This design comes from an exercise in tuning for small area, a short achievable clock period and few clock cycles on the open sky130 flow, not from production work.
RTL that was checked went through simulation tests only; none was proved equivalent to the original.
Power figures rest on the tool's default switching activity, not on a simulated workload.

==> job 3060: inputs <==
==> flow/design.v <==
module lz4i_pixser (
    input  wire        clk,
    input  wire        rst,           
    input  wire        cmd_valid,
    output wire        cmd_ready,
    input  wire [7:0]  cmd_word,      
    input  wire [31:0] cmd_width,     
    input  wire [31:0] cmd_height,    
    input  wire [7:0]  cmd_bpp,
    input  wire [7:0]  cmd_planes,
    input  wire        in_valid,
    output wire        in_ready,
    input  wire [7:0]  in_data,
    output wire        out_valid,
    input  wire        out_ready,
    output wire [7:0]  out_data,
    output wire        done,
    output wire [7:0]  done_err,
    output wire [31:0] done_stride,
    output wire [63:0] done_psize
);
    function [4:0] fcls(input [7:0] v);
        fcls = (v == 8'd1)  ? 5'b10_000 :
               (v == 8'd2)  ? 5'b10_001 :
               (v == 8'd4)  ? 5'b10_010 :
               (v == 8'd8)  ? 5'b10_011 :
               (v == 8'd16) ? 5'b10_100 :
               (v == 8'd3)  ? 5'b11_000 :
               (v == 8'd6)  ? 5'b11_001 :
               (v == 8'd12) ? 5'b11_010 :
               (v == 8'd24) ? 5'b11_011 : 5'b00_000;
    endfunction
    function [2:0] f5(input [4:0] v);
        f5 = (v == 5'd31) ? 3'd7 : (v >= 5'd27) ? 3'd6 : (v >= 5'd23) ? 3'd5 :
             (v >= 5'd18) ? 3'd4 : (v >= 5'd14) ? 3'd3 : (v >= 5'd9)  ? 3'd2 :
             (v >= 5'd5)  ? 3'd1 : 3'd0;
    endfunction
    function [1:0] f6(input [5:0] v);
        f6 = (v == 6'd63) ? 2'd3 : (v >= 6'd42) ? 2'd2 : (v >= 6'd21) ? 2'd1 : 2'd0;
    endfunction
    reg        s_busy;       
    wire       s_idle = ~s_busy;
    reg        cmd_rdy;      
    reg        s_setup;
    reg        s_run;
    reg        pend;         
    reg        done_r;
    reg [31:0] X;            
    reg [31:0] Y;            
    reg [31:0] S;            
    reg [63:0] P;            
    reg [3:0]  e;            
    reg        rd1, rd2, rd4, rd16, rd24, pk;
    reg [2:0]  pad;          
    reg        fr;           
    reg        w1;           
    reg        lc, lr;       
    reg [7:0]  slot;         
    reg [1:0]  c;            
    reg [10:0] W;            
    wire [1:0] op = c;       
    wire [4:0] ca = W[9:5];
    wire [4:0] cb = W[4:0];
    reg        mbusy, sstep;
    reg [5:0]  mcnt;
    reg        mbs;          
    reg        nmbs;         
    reg        mprev, mcy;
    reg [2:0]  orm;          
    reg        cin;          
    reg [7:0]  fa, fb;       
    reg        av;
    reg        in_rdy;       
    reg        bv;           
    reg [7:0]  od0, od1;     
    reg        ov0, ov1;
    wire        ta = ca[3], tb = cb[3];
    wire [3:0]  esum = {1'b0, ca[2:0]} + {1'b0, cb[2:0]};
    wire        both = ca[4] & cb[4];
    wire        p2   = both & ~ta & ~tb & (esum <= 4'd4);
    wire        n1   = p2 & (esum == 4'd0);
    wire        n2   = p2 & (esum == 4'd1);
    wire        n4   = p2 & (esum == 4'd2);
    wire        n16  = p2 & (esum == 4'd4);
    wire        n24  = both & (ta ^ tb) & (esum == 4'd3);
    wire        dok  = p2 | n24;
    wire        x1 = (X == 32'd1);
    wire        dim_bad = X[31] | (X == 32'd0) | Y[31] | (Y == 32'd0);
    reg  [3:0]  e_new;
    always @(*) begin
        if (op == 2'd0)                        e_new = 4'd7;
        else if (dim_bad)                      e_new = 4'd1;
        else if (!dok || (op == 2'd2 && n16))  e_new = 4'd2;
        else                                   e_new = 4'd0;
    end
    wire [2:0]  m_new    = n1 ? 3'd7 : n2 ? 3'd3 : n4 ? 3'd1 : 3'd0;
    wire [2:0]  pad_new  = (~X[2:0] + 3'd1) & m_new;
    wire        inc_new  = |(X[2:0] & m_new);
    wire [7:0]  slot0_new = n1 ? 8'h01 : n2 ? 8'h03 : 8'h0F;
    wire        go_setup = s_setup & ~pend;
    wire sub  = rd1 | rd2 | rd4;
    wire [7:0] dmask = rd1 ? 8'h01 : rd2 ? 8'h03 : 8'h0F;
    wire [7:0] slot0 = rd1 ? 8'h01 : rd2 ? 8'h03 : 8'h0F;
    wire [7:0] slot_rot = rd1 ? {slot[6:0], slot[7]} :
                          rd2 ? {slot[5:0], slot[7:6]} : {slot[3:0], slot[7:4]};
    wire grp_end = slot[7];
    wire [7:0] inb = rd1 ? {8{fa[0]}} : rd2 ? {4{fa[1:0]}} : {2{fa[3:0]}};
    wire [7:0] pkd = W[7:0] | (slot & inb);
    wire [7:0] t   = slot & fa;
    wire [7:0] unpx;
    assign unpx[0] = rd1 ? (|t) : rd2 ? (t[0] | t[2] | t[4] | t[6]) : (t[0] | t[4]);
    assign unpx[1] = rd1 ? 1'b0 : rd2 ? (t[1] | t[3] | t[5] | t[7]) : (t[1] | t[5]);
    assign unpx[2] = rd4 & (t[2] | t[6]);
    assign unpx[3] = rd4 & (t[3] | t[7]);
    assign unpx[7:4] = 4'd0;
    wire [4:0] r5 = fb[7:3];
    wire [5:0] b6 = W[10:5];
    wire [4:0] g5 = W[4:0];
    wire [7:0] r8 = {r5, f5(r5)};
    wire [7:0] b8 = {b6, f6(b6)};
    wire [7:0] g8 = {g5, f5(g5)};
    wire c0 = (c == 2'd0);
    wire c2 = (c == 2'd2);
    reg       go, pb, pop1, pop2, push;
    reg [7:0] cdata;
    always @(*) begin
        go = 1'b0; pb = 1'b0; pop1 = 1'b0; pop2 = 1'b0; push = 1'b0;
        cdata = fa;
        if (s_run && !sstep && !ov1) begin
            if (rd16) begin
                go    = c0 ? (av & bv) : 1'b1;
                pb    = go & c2;
                pop2  = go & c0;
                push  = go;
                cdata = c0 ? r8 : c2 ? g8 : b8;
            end else if (sub) begin
                go = av;
                pb = go;
                if (pk) begin
                    pop1  = go;
                    push  = go & (grp_end | lc);
                    cdata = pkd;
                end else begin
                    pop1  = go & (grp_end | lc);
                    push  = go;
                    cdata = unpx;
                end
            end else begin
                go    = av;
                pb    = go & (~rd24 | c2);
                pop1  = go;
                push  = go;
                cdata = fa;
            end
        end
    end
    wire [31:0] xdec = X - 32'd1;
    wire [31:0] ydec = Y - 32'd1;
    wire take  = in_valid & ~bv;
    wire av_n = pop2 ? take : (av & ~(pop1 & ~bv)) | take;
    wire bv_n = ~pop2 & ~pop1 & av & (bv | take);
    wire idle_n = (s_idle & ~cmd_valid) | (go_setup & ~(e_new == 4'd0 && op[1])) |
                  (pb & lc & lr);
    wire opop  = ov0 & out_ready;
    wire ofree = ~ov0 | (out_ready & ~ov1);
    wire [31:0] mop  = {~nmbs ? S[31:16] : 16'd0, mbs ? (S[15:0] | {13'd0, orm}) : 16'd0};
    wire [32:0] msum = {2'b00, P[63:34], P[33] | cin} + {1'b0, mop};
    wire [5:0]  mlast = rd1 ? 6'd35 : rd2 ? 6'd34 : rd4 ? 6'd33 : rd16 ? 6'd31 : 6'd32;
    wire        h_i  = P[0] & ~mcnt[5];
    wire        h_n  = P[1] & ~(mcnt[5] | (mcnt == 6'd31));
    wire        cy_n = (h_i & mprev) | (h_i & mcy) | (mprev & mcy);
    wire        mb_n = rd24 ? (h_n ^ h_i ^ cy_n) : h_n;
    wire        mstep = mbusy & ~sstep;
    always @(posedge clk) begin
        if (s_idle) begin
            X  <= cmd_width;
            Y  <= cmd_height;
            c  <= (cmd_word[7:2] == 6'd0) ? cmd_word[1:0] : 2'd0;
            W[9:0] <= {fcls(cmd_bpp), fcls(cmd_planes)};
        end else begin
            if (pb)
                X <= lc ? S : xdec;
            if (pb & lc)
                Y <= ydec;
        end
        if (go_setup) begin
            e     <= e_new;
            S     <= X;
            P     <= {33'd0, Y[30:0]};
            rd1   <= n1;
            rd2   <= n2;
            rd4   <= n4;
            rd16  <= n16;
            rd24  <= n24;
            pk    <= op[1] & ~op[0];
            pad   <= pad_new;
            fr    <= 1'b1;
            orm   <= m_new & {3{inc_new}};
            cin   <= inc_new;
            mbs   <= 1'b1;
            nmbs  <= 1'b0;
            w1    <= x1;
            lc    <= x1;
            lr    <= (Y == 32'd1);
            slot  <= slot0_new;
            W[7:0] <= 8'd0;
            c     <= 2'd0;
            mcnt  <= 6'd0;
            sstep <= 1'b1;
        end
        if (mbusy & sstep) begin
            S     <= msum[31:0];
            sstep <= 1'b0;
            mbs   <= P[0];
            nmbs  <= ~P[0];
            orm   <= 3'd0;
            cin   <= 1'b0;
            mprev <= 1'b0;
            mcy   <= 1'b0;
        end
        if (mstep) begin
            P     <= {msum, P[32:1]};
            mcnt  <= mcnt + 6'd1;
            mbs   <= mb_n;
            nmbs  <= ~mb_n;
            mprev <= h_i;
            mcy   <= cy_n;
        end
        if (go) begin
            if (rd16) begin
                if (c0) W <= {fb[2:0], fa};
                c <= c2 ? 2'd0 : c + 2'd1;
            end else if (rd24) begin
                c <= c2 ? 2'd0 : c + 2'd1;
            end else if (sub) begin
                W[7:0] <= (grp_end | lc) ? 8'd0 : pkd;
                if (pk & |(fa & ~dmask))
                    e <= 4'd9;
            end
        end
        if (pb) begin
            if (lc) begin
                lc   <= w1;
                fr   <= 1'b0;
                lr   <= (Y == 32'd2);
                slot <= slot0;
            end else begin
                lc   <= (X[31:4] == 28'd0) && (X[3:0] == (fr ? 4'd2 : {1'b0, pad} + 4'd2));
                slot <= slot_rot;
            end
        end
        if (~av | pop1 | pop2)
            fa <= (pop1 & bv) ? fb : in_data;
        if (~bv | pop1 | pop2)
            fb <= in_data;
        if (~ov0 | out_ready)
            od0 <= ov1 ? od1 : cdata;
        if (~ov1 | out_ready)
            od1 <= cdata;
        if (rst) begin
            s_busy  <= 1'b0;
            cmd_rdy <= 1'b1;
            s_setup <= 1'b0;
            s_run   <= 1'b0;
            pend    <= 1'b0;
            done_r  <= 1'b0;
            mbusy   <= 1'b0;
            av      <= 1'b0;
            bv      <= 1'b0;
            in_rdy  <= 1'b1;
            ov0     <= 1'b0;
            ov1     <= 1'b0;
        end else begin
            av     <= av_n;
            bv     <= bv_n;
            in_rdy <= ~bv_n;
            if (opop) begin
                ov0 <= ov1 | push;
                ov1 <= ov1 & push;
            end else begin
                ov0 <= ov0 | push;
                ov1 <= ov1 | (ov0 & push);
            end
            s_busy  <= ~idle_n;
            cmd_rdy <= idle_n;
            if (s_idle & cmd_valid)
                s_setup <= 1'b1;
            if (go_setup) begin
                s_setup <= 1'b0;
                pend    <= 1'b1;
                if (e_new == 4'd0 && op[1]) s_run <= 1'b1;
                mbusy <= (e_new == 4'd0);
            end
            if (pb & lc & lr)
                s_run  <= 1'b0;
            if (mstep && mcnt == mlast)
                mbusy <= 1'b0;
            done_r <= pend & ~mbusy & ~s_run & ofree;
            if (pend & ~mbusy & ~s_run & ofree)
                pend <= 1'b0;
        end
    end
    assign cmd_ready   = cmd_rdy;
    assign in_ready    = in_rdy;
    assign out_valid   = ov0;
    assign out_data    = od0;
    assign done        = done_r;
    assign done_err    = {4'd0, e};
    assign done_stride = S;
    assign done_psize  = P;
endmodule
==> flow/flow/run.sh <==
#!/bin/bash
set -euo pipefail
export BUFFER_PORTS_ARGS="-buffer_cell sky130_fd_sc_hd__buf_2"
bash standard.sh > standard.log 2>&1
==> flow/standard.sh <==
#!/bin/bash
# synth_recipe.tcl (not shown) runs the flow's synth.tcl, then flattens the netlist and writes it again
# the make line also repeats each setting of config.mk as NAME=value (left out here)
make -C /OpenROAD-flow-scripts/flow DESIGN_CONFIG=/design/flow/config.mk WORK_HOME=/design/flow/orfs CLKGATE_MAP_FILE= SYNTH_SCRIPT=/design/flow/synth_recipe.tcl "${@:-finish}"
==> flow/config.mk <==
export PLATFORM = sky130hd
export DESIGN_NAME = lz4i_pixser
export DESIGN_NICKNAME = lz4i_pixser
export VERILOG_FILES = /design/flow/design.v
export SDC_FILE = /design/flow/constraint.sdc
export NUM_CORES = 4
export LEC_CHECK = 0
export CAP_MARGIN = 20
export CORE_MARGIN = 2
export CORE_UTILIZATION = 40
export PLACE_DENSITY = 0.6
export SLEW_MARGIN = 20
==> flow/constraint.sdc <==
create_clock -name core_clock -period 11.0 [get_ports {clk}]
set_input_delay 2.2000 -clock core_clock [delete_from_list [all_inputs] [get_ports {clk}]]
set_output_delay 2.2000 -clock core_clock [all_outputs]
set_load 0.01 [all_outputs]
==> inputs of job 7798, as changes to job 3060 <==
--- a/flow/design.v
+++ b/flow/design.v
@@ -63,9 +63,8 @@
     wire [4:0] cb = W[4:0];
-    reg        mbusy, sstep;
+    reg        sstep, sstep2;    
+    reg        mlo, mtail;       
     reg [5:0]  mcnt;
-    reg        mbs;          
-    reg        nmbs;         
+    reg        mbs0, nmbs1, mh2, nmh3;
+    reg        mc;
     reg        mprev, mcy;
-    reg [2:0]  orm;          
-    reg        cin;          
     reg [7:0]  fa, fb;       
@@ -97,3 +96,2 @@
     wire [2:0]  pad_new  = (~X[2:0] + 3'd1) & m_new;
-    wire        inc_new  = |(X[2:0] & m_new);
     wire [7:0]  slot0_new = n1 ? 8'h01 : n2 ? 8'h03 : 8'h0F;
@@ -128,3 +126,3 @@
         cdata = fa;
-        if (s_run && !sstep && !ov1) begin
+        if (s_run && !((sstep | sstep2) && lc) && !ov1) begin
             if (rd16) begin
@@ -165,4 +163,10 @@
     wire ofree = ~ov0 | (out_ready & ~ov1);
-    wire [31:0] mop  = {~nmbs ? S[31:16] : 16'd0, mbs ? (S[15:0] | {13'd0, orm}) : 16'd0};
-    wire [32:0] msum = {2'b00, P[63:34], P[33] | cin} + {1'b0, mop};
+    wire [2:0]  rm   = rd1 ? 3'd7 : rd2 ? 3'd3 : rd4 ? 3'd1 : 3'd0;
+    wire [15:0] mopl = {nmbs1 ? 8'd0 : S[15:8], mbs0 ? S[7:0] : 8'd0};
+    wire [15:0] moph = {nmh3 ? 8'd0 : S[31:24], mh2 ? S[23:16] : 8'd0};
+    wire        hb   = P[49] ^ (mh2 & S[16]) ^ mc;
+    wire [16:0] tl   = {1'b0, hb, P[47:33]} + {1'b0, mopl};
+    wire [17:0] th2  = {2'b00, P[63:49], 1'b1} + {1'b0, moph, mc};
+    wire [16:0] th   = th2[17:1];           
+    wire        mbusy = sstep | sstep2 | mlo;
     wire [5:0]  mlast = rd1 ? 6'd35 : rd2 ? 6'd34 : rd4 ? 6'd33 : rd16 ? 6'd31 : 6'd32;
@@ -172,3 +176,2 @@
     wire        mb_n = rd24 ? (h_n ^ h_i ^ cy_n) : h_n;
-    wire        mstep = mbusy & ~sstep;
     always @(posedge clk) begin
@@ -188,3 +191,3 @@
             S     <= X;
-            P     <= {33'd0, Y[30:0]};
+            P     <= {28'd0, m_new, 2'd0, Y[30:0]};
             rd1   <= n1;
@@ -197,6 +200,9 @@
             fr    <= 1'b1;
-            orm   <= m_new & {3{inc_new}};
-            cin   <= inc_new;
-            mbs   <= 1'b1;
-            nmbs  <= 1'b0;
+            mbs0  <= (m_new != 3'd0) | Y[0];
+            nmbs1 <= ~((m_new != 3'd0) | Y[0]);
+            mh2   <= 1'b0;
+            nmh3  <= 1'b1;
+            mc    <= 1'b0;
+            mprev <= 1'b0;
+            mcy   <= 1'b0;
             w1    <= x1;
@@ -208,22 +214,43 @@
             mcnt  <= 6'd0;
-            sstep <= 1'b1;
+            sstep <= (m_new != 3'd0) && (e_new == 4'd0);
+            mlo   <= (m_new == 3'd0) && (e_new == 4'd0);
         end
-        if (mbusy & sstep) begin
-            S     <= msum[31:0];
+        if (sstep) begin
+            S[15:0]  <= {tl[15:3], tl[2:0] & ~rm};
+            P[35:33] <= 3'd0;
+            mc    <= tl[16];
+            mh2   <= 1'b1;
+            nmh3  <= 1'b0;
             sstep <= 1'b0;
-            mbs   <= P[0];
-            nmbs  <= ~P[0];
-            orm   <= 3'd0;
-            cin   <= 1'b0;
-            mprev <= 1'b0;
-            mcy   <= 1'b0;
+            sstep2 <= 1'b1;
+        end
+        if (sstep2) begin
+            S[31:16] <= th[15:0];
+            mc    <= 1'b0;
+            mh2   <= 1'b0;
+            nmh3  <= 1'b1;
+            mbs0  <= P[0];
+            nmbs1 <= ~P[0];
+            sstep2 <= 1'b0;
+            mlo   <= 1'b1;
         end
-        if (mstep) begin
-            P     <= {msum, P[32:1]};
+        if (mlo | mtail)
+            P[63:48] <= th[15:0];
+        if (mlo) begin
+            P[47:0] <= {tl[15:0], P[32:1]};
+            mc    <= tl[16];
+            mh2   <= mbs0;
+            nmh3  <= ~mbs0;
             mcnt  <= mcnt + 6'd1;
-            mbs   <= mb_n;
-            nmbs  <= ~mb_n;
+            mbs0  <= mb_n;
+            nmbs1 <= ~mb_n;
             mprev <= h_i;
             mcy   <= cy_n;
+            if (mcnt == mlast) begin
+                mlo   <= 1'b0;
+                mtail <= 1'b1;
+            end
         end
+        if (mtail)
+            mtail <= 1'b0;
         if (go) begin
@@ -266,3 +293,6 @@
             done_r  <= 1'b0;
-            mbusy   <= 1'b0;
+            sstep   <= 1'b0;
+            sstep2  <= 1'b0;
+            mlo     <= 1'b0;
+            mtail   <= 1'b0;
             av      <= 1'b0;
@@ -291,3 +321,2 @@
                 if (e_new == 4'd0 && op[1]) s_run <= 1'b1;
-                mbusy <= (e_new == 4'd0);
             end
@@ -295,4 +324,2 @@
                 s_run  <= 1'b0;
-            if (mstep && mcnt == mlast)
-                mbusy <= 1'b0;
             done_r <= pend & ~mbusy & ~s_run & ofree;
- CORE_UTILIZATION: 40 -> 70
- CTS_CLUSTER_DIAMETER: unset -> 150
- CTS_CLUSTER_SIZE: unset -> 22
- PLACE_DENSITY: 0.6 -> 0.8
==> inputs of job 2833, as changes to job 3060 <==
--- a/flow/design.v
+++ b/flow/design.v
@@ -63,9 +63,8 @@
     wire [4:0] cb = W[4:0];
-    reg        mbusy, sstep;
+    reg        sstep, sstep2;    
+    reg        mlo, mtail;       
     reg [5:0]  mcnt;
-    reg        mbs;          
-    reg        nmbs;         
+    reg        mbs0, nmbs1, mh2, nmh3;
+    reg        mc;
     reg        mprev, mcy;
-    reg [2:0]  orm;          
-    reg        cin;          
     reg [7:0]  fa, fb;       
@@ -97,3 +96,2 @@
     wire [2:0]  pad_new  = (~X[2:0] + 3'd1) & m_new;
-    wire        inc_new  = |(X[2:0] & m_new);
     wire [7:0]  slot0_new = n1 ? 8'h01 : n2 ? 8'h03 : 8'h0F;
@@ -128,3 +126,3 @@
         cdata = fa;
-        if (s_run && !sstep && !ov1) begin
+        if (s_run && !((sstep | sstep2) && lc) && !ov1) begin
             if (rd16) begin
@@ -165,4 +163,10 @@
     wire ofree = ~ov0 | (out_ready & ~ov1);
-    wire [31:0] mop  = {~nmbs ? S[31:16] : 16'd0, mbs ? (S[15:0] | {13'd0, orm}) : 16'd0};
-    wire [32:0] msum = {2'b00, P[63:34], P[33] | cin} + {1'b0, mop};
+    wire [2:0]  rm   = rd1 ? 3'd7 : rd2 ? 3'd3 : rd4 ? 3'd1 : 3'd0;
+    wire [15:0] mopl = {nmbs1 ? 8'd0 : S[15:8], mbs0 ? S[7:0] : 8'd0};
+    wire [15:0] moph = {nmh3 ? 8'd0 : S[31:24], mh2 ? S[23:16] : 8'd0};
+    wire        hb   = P[49] ^ (mh2 & S[16]) ^ mc;
+    wire [16:0] tl   = {1'b0, hb, P[47:33]} + {1'b0, mopl};
+    wire [17:0] th2  = {2'b00, P[63:49], 1'b1} + {1'b0, moph, mc};
+    wire [16:0] th   = th2[17:1];           
+    wire        mbusy = sstep | sstep2 | mlo;
     wire [5:0]  mlast = rd1 ? 6'd35 : rd2 ? 6'd34 : rd4 ? 6'd33 : rd16 ? 6'd31 : 6'd32;
@@ -172,3 +176,2 @@
     wire        mb_n = rd24 ? (h_n ^ h_i ^ cy_n) : h_n;
-    wire        mstep = mbusy & ~sstep;
     always @(posedge clk) begin
@@ -188,3 +191,3 @@
             S     <= X;
-            P     <= {33'd0, Y[30:0]};
+            P     <= {28'd0, m_new, 2'd0, Y[30:0]};
             rd1   <= n1;
@@ -197,6 +200,9 @@
             fr    <= 1'b1;
-            orm   <= m_new & {3{inc_new}};
-            cin   <= inc_new;
-            mbs   <= 1'b1;
-            nmbs  <= 1'b0;
+            mbs0  <= (m_new != 3'd0) | Y[0];
+            nmbs1 <= ~((m_new != 3'd0) | Y[0]);
+            mh2   <= 1'b0;
+            nmh3  <= 1'b1;
+            mc    <= 1'b0;
+            mprev <= 1'b0;
+            mcy   <= 1'b0;
             w1    <= x1;
@@ -208,22 +214,43 @@
             mcnt  <= 6'd0;
-            sstep <= 1'b1;
+            sstep <= (m_new != 3'd0) && (e_new == 4'd0);
+            mlo   <= (m_new == 3'd0) && (e_new == 4'd0);
         end
-        if (mbusy & sstep) begin
-            S     <= msum[31:0];
+        if (sstep) begin
+            S[15:0]  <= {tl[15:3], tl[2:0] & ~rm};
+            P[35:33] <= 3'd0;
+            mc    <= tl[16];
+            mh2   <= 1'b1;
+            nmh3  <= 1'b0;
             sstep <= 1'b0;
-            mbs   <= P[0];
-            nmbs  <= ~P[0];
-            orm   <= 3'd0;
-            cin   <= 1'b0;
-            mprev <= 1'b0;
-            mcy   <= 1'b0;
+            sstep2 <= 1'b1;
+        end
+        if (sstep2) begin
+            S[31:16] <= th[15:0];
+            mc    <= 1'b0;
+            mh2   <= 1'b0;
+            nmh3  <= 1'b1;
+            mbs0  <= P[0];
+            nmbs1 <= ~P[0];
+            sstep2 <= 1'b0;
+            mlo   <= 1'b1;
         end
-        if (mstep) begin
-            P     <= {msum, P[32:1]};
+        if (mlo | mtail)
+            P[63:48] <= th[15:0];
+        if (mlo) begin
+            P[47:0] <= {tl[15:0], P[32:1]};
+            mc    <= tl[16];
+            mh2   <= mbs0;
+            nmh3  <= ~mbs0;
             mcnt  <= mcnt + 6'd1;
-            mbs   <= mb_n;
-            nmbs  <= ~mb_n;
+            mbs0  <= mb_n;
+            nmbs1 <= ~mb_n;
             mprev <= h_i;
             mcy   <= cy_n;
+            if (mcnt == mlast) begin
+                mlo   <= 1'b0;
+                mtail <= 1'b1;
+            end
         end
+        if (mtail)
+            mtail <= 1'b0;
         if (go) begin
@@ -266,3 +293,6 @@
             done_r  <= 1'b0;
-            mbusy   <= 1'b0;
+            sstep   <= 1'b0;
+            sstep2  <= 1'b0;
+            mlo     <= 1'b0;
+            mtail   <= 1'b0;
             av      <= 1'b0;
@@ -291,3 +321,2 @@
                 if (e_new == 4'd0 && op[1]) s_run <= 1'b1;
-                mbusy <= (e_new == 4'd0);
             end
@@ -295,4 +324,2 @@
                 s_run  <= 1'b0;
-            if (mstep && mcnt == mlast)
-                mbusy <= 1'b0;
             done_r <= pend & ~mbusy & ~s_run & ofree;
- CORE_UTILIZATION: 40 -> 55
- CTS_CLUSTER_DIAMETER: unset -> 150
- CTS_CLUSTER_SIZE: unset -> 22
- PLACE_DENSITY: 0.6 -> 0.7
==> inputs of job 5548, as changes to job 3060 <==
--- a/flow/design.v
+++ b/flow/design.v
@@ -65,7 +65,4 @@
     reg [5:0]  mcnt;
-    reg        mbs;          
-    reg        nmbs;         
+    reg        mbs0, nmbs1, mbs2, nmbs3;
     reg        mprev, mcy;
-    reg [2:0]  orm;          
-    reg        cin;          
     reg [7:0]  fa, fb;       
@@ -97,3 +94,2 @@
     wire [2:0]  pad_new  = (~X[2:0] + 3'd1) & m_new;
-    wire        inc_new  = |(X[2:0] & m_new);
     wire [7:0]  slot0_new = n1 ? 8'h01 : n2 ? 8'h03 : 8'h0F;
@@ -165,4 +161,6 @@
     wire ofree = ~ov0 | (out_ready & ~ov1);
-    wire [31:0] mop  = {~nmbs ? S[31:16] : 16'd0, mbs ? (S[15:0] | {13'd0, orm}) : 16'd0};
-    wire [32:0] msum = {2'b00, P[63:34], P[33] | cin} + {1'b0, mop};
+    wire [2:0]  rm   = rd1 ? 3'd7 : rd2 ? 3'd3 : rd4 ? 3'd1 : 3'd0;
+    wire [31:0] mop  = {nmbs3 ? 8'd0 : S[31:24], mbs2 ? S[23:16] : 8'd0,
+                        nmbs1 ? 8'd0 : S[15:8],  mbs0 ? S[7:0] : 8'd0};
+    wire [32:0] msum = {2'b00, P[63:33]} + {1'b0, mop};
     wire [5:0]  mlast = rd1 ? 6'd35 : rd2 ? 6'd34 : rd4 ? 6'd33 : rd16 ? 6'd31 : 6'd32;
@@ -188,3 +186,3 @@
             S     <= X;
-            P     <= {33'd0, Y[30:0]};
+            P     <= {28'd0, m_new, 2'd0, Y[30:0]};
             rd1   <= n1;
@@ -197,6 +195,6 @@
             fr    <= 1'b1;
-            orm   <= m_new & {3{inc_new}};
-            cin   <= inc_new;
-            mbs   <= 1'b1;
-            nmbs  <= 1'b0;
+            mbs0  <= 1'b1;
+            nmbs1 <= 1'b0;
+            mbs2  <= 1'b1;
+            nmbs3 <= 1'b0;
             w1    <= x1;
@@ -211,8 +209,9 @@
         if (mbusy & sstep) begin
-            S     <= msum[31:0];
+            S     <= {msum[31:3], msum[2:0] & ~rm};
+            P[35:33] <= 3'd0;
             sstep <= 1'b0;
-            mbs   <= P[0];
-            nmbs  <= ~P[0];
-            orm   <= 3'd0;
-            cin   <= 1'b0;
+            mbs0  <= P[0];
+            nmbs1 <= ~P[0];
+            mbs2  <= P[0];
+            nmbs3 <= ~P[0];
             mprev <= 1'b0;
@@ -223,4 +222,6 @@
             mcnt  <= mcnt + 6'd1;
-            mbs   <= mb_n;
-            nmbs  <= ~mb_n;
+            mbs0  <= mb_n;
+            nmbs1 <= ~mb_n;
+            mbs2  <= mb_n;
+            nmbs3 <= ~mb_n;
             mprev <= h_i;
@@ -267,2 +268,4 @@
             mbusy   <= 1'b0;
+            mbs2    <= 1'b0;
+            nmbs3   <= 1'b1;
             av      <= 1'b0;
- CORE_UTILIZATION: 40 -> 65
- PLACE_DENSITY: 0.6 -> 0.75
==> qor summary <==
Result of the run: job 7798 timing/DRC/antenna clean; job 5548 timing/DRC/antenna clean; job 3060 timing/DRC/antenna clean; job 2833 timing/DRC/antenna clean
Drt pass-1 iters: job 7798 6; job 5548 5; job 3060 5; job 2833 5
Cell count after placement: job 7798 1958; job 5548 2001; job 3060 2258; job 2833 2057
Highest Clock Rate: job 7798 295 MHz; job 5548 255 MHz; job 3060 275 MHz; job 2833 296 MHz
Worst-path fanout max: job 7798 9; job 5548 8; job 3060 16; job 2833 3
Post-layout min period: job 7798 3.39 ns; job 5548 3.93 ns; job 3060 3.64 ns; job 2833 3.38 ns
Final Cell Area: job 7798 17000 um2; job 5548 17200 um2; job 3060 17900 um2; job 2833 17200 um2
Reported net switching power: job 7798 0.597 mW; job 5548 0.762 mW; job 3060 0.812 mW; job 2833 0.604 mW
Final period util: job 7798 30.8%; job 5548 35.7%; job 3060 33.1%; job 2833 30.8%
FF-to-FF setup slack: job 7798 7.61 ns; job 5548 7.07 ns; job 3060 7.36 ns; job 2833 7.66 ns
Share of the final layout cell area in sequential cells: job 7798 43.6%; job 5548 42.7%; job 3060 41.3%; job 2833 43.2%
Routed WL: job 7798 40500 um; job 5548 40200 um; job 3060 43500 um; job 2833 40800 um
Slew at the pin closest to its max-slew limit: job 7798 0.998 ns; job 5548 1.06 ns; job 3060 1.00 ns; job 2833 1.06 ns
Testbench counts of job 3060, summed over its fixed seeds: cycles 106,702.
Testbench counts of job 7798, summed over its fixed seeds: cycles 106,485.
Testbench counts of job 2833, summed over its fixed seeds: cycles 106,485.
Only the layout flow was run in job 5548; the RTL was not checked for function there.

-- static timing again, ports no longer ideal --
The results above use ideal ports. As a check the final layouts listed here were re-extracted and re-timed, cells and wires unchanged. Step 1, drivers: a clkbuf_16 drives clk and a buf_2 each remaining input, both assumed. Step 2 adds t to the input delays and takes it off the output delays; t is the mean of the earliest and latest rising clock arrival at the registers after step 1. Input paths then give back, and output paths get back, about the clock's delay inside the block. Slacks: ideal / step 1 / step 2; pairs: ideal / step 1.
run | t (ns) | setup slack, ns | latest minus earliest clock arrival (ns) | worst register clock-pin slew, ns | cell pins on the clock port's net
job 3060 | 0.623 | 7.361 / 7.361 / 7.361 | 0.023 / 0.024 | 0.06 / 0.06 | 1
job 7798 | 0.545 | 7.613 / 7.588 / 7.563 | 0.028 / 0.028 | 0.10 / 0.10 | 1
job 2833 | 0.548 | 7.617 / 7.567 / 7.623 | 0.031 / 0.031 | 0.10 / 0.10 | 1
job 5548 | 0.593 | 7.071 / 7.071 / 7.071 | 0.011 / 0.011 | 0.06 / 0.06 | 1
After both steps setup and hold are still met in every run listed. For job 7798, which loses most, drivers alone change the setup slack by -0.025 ns; drivers and shift together by -0.050 ns.
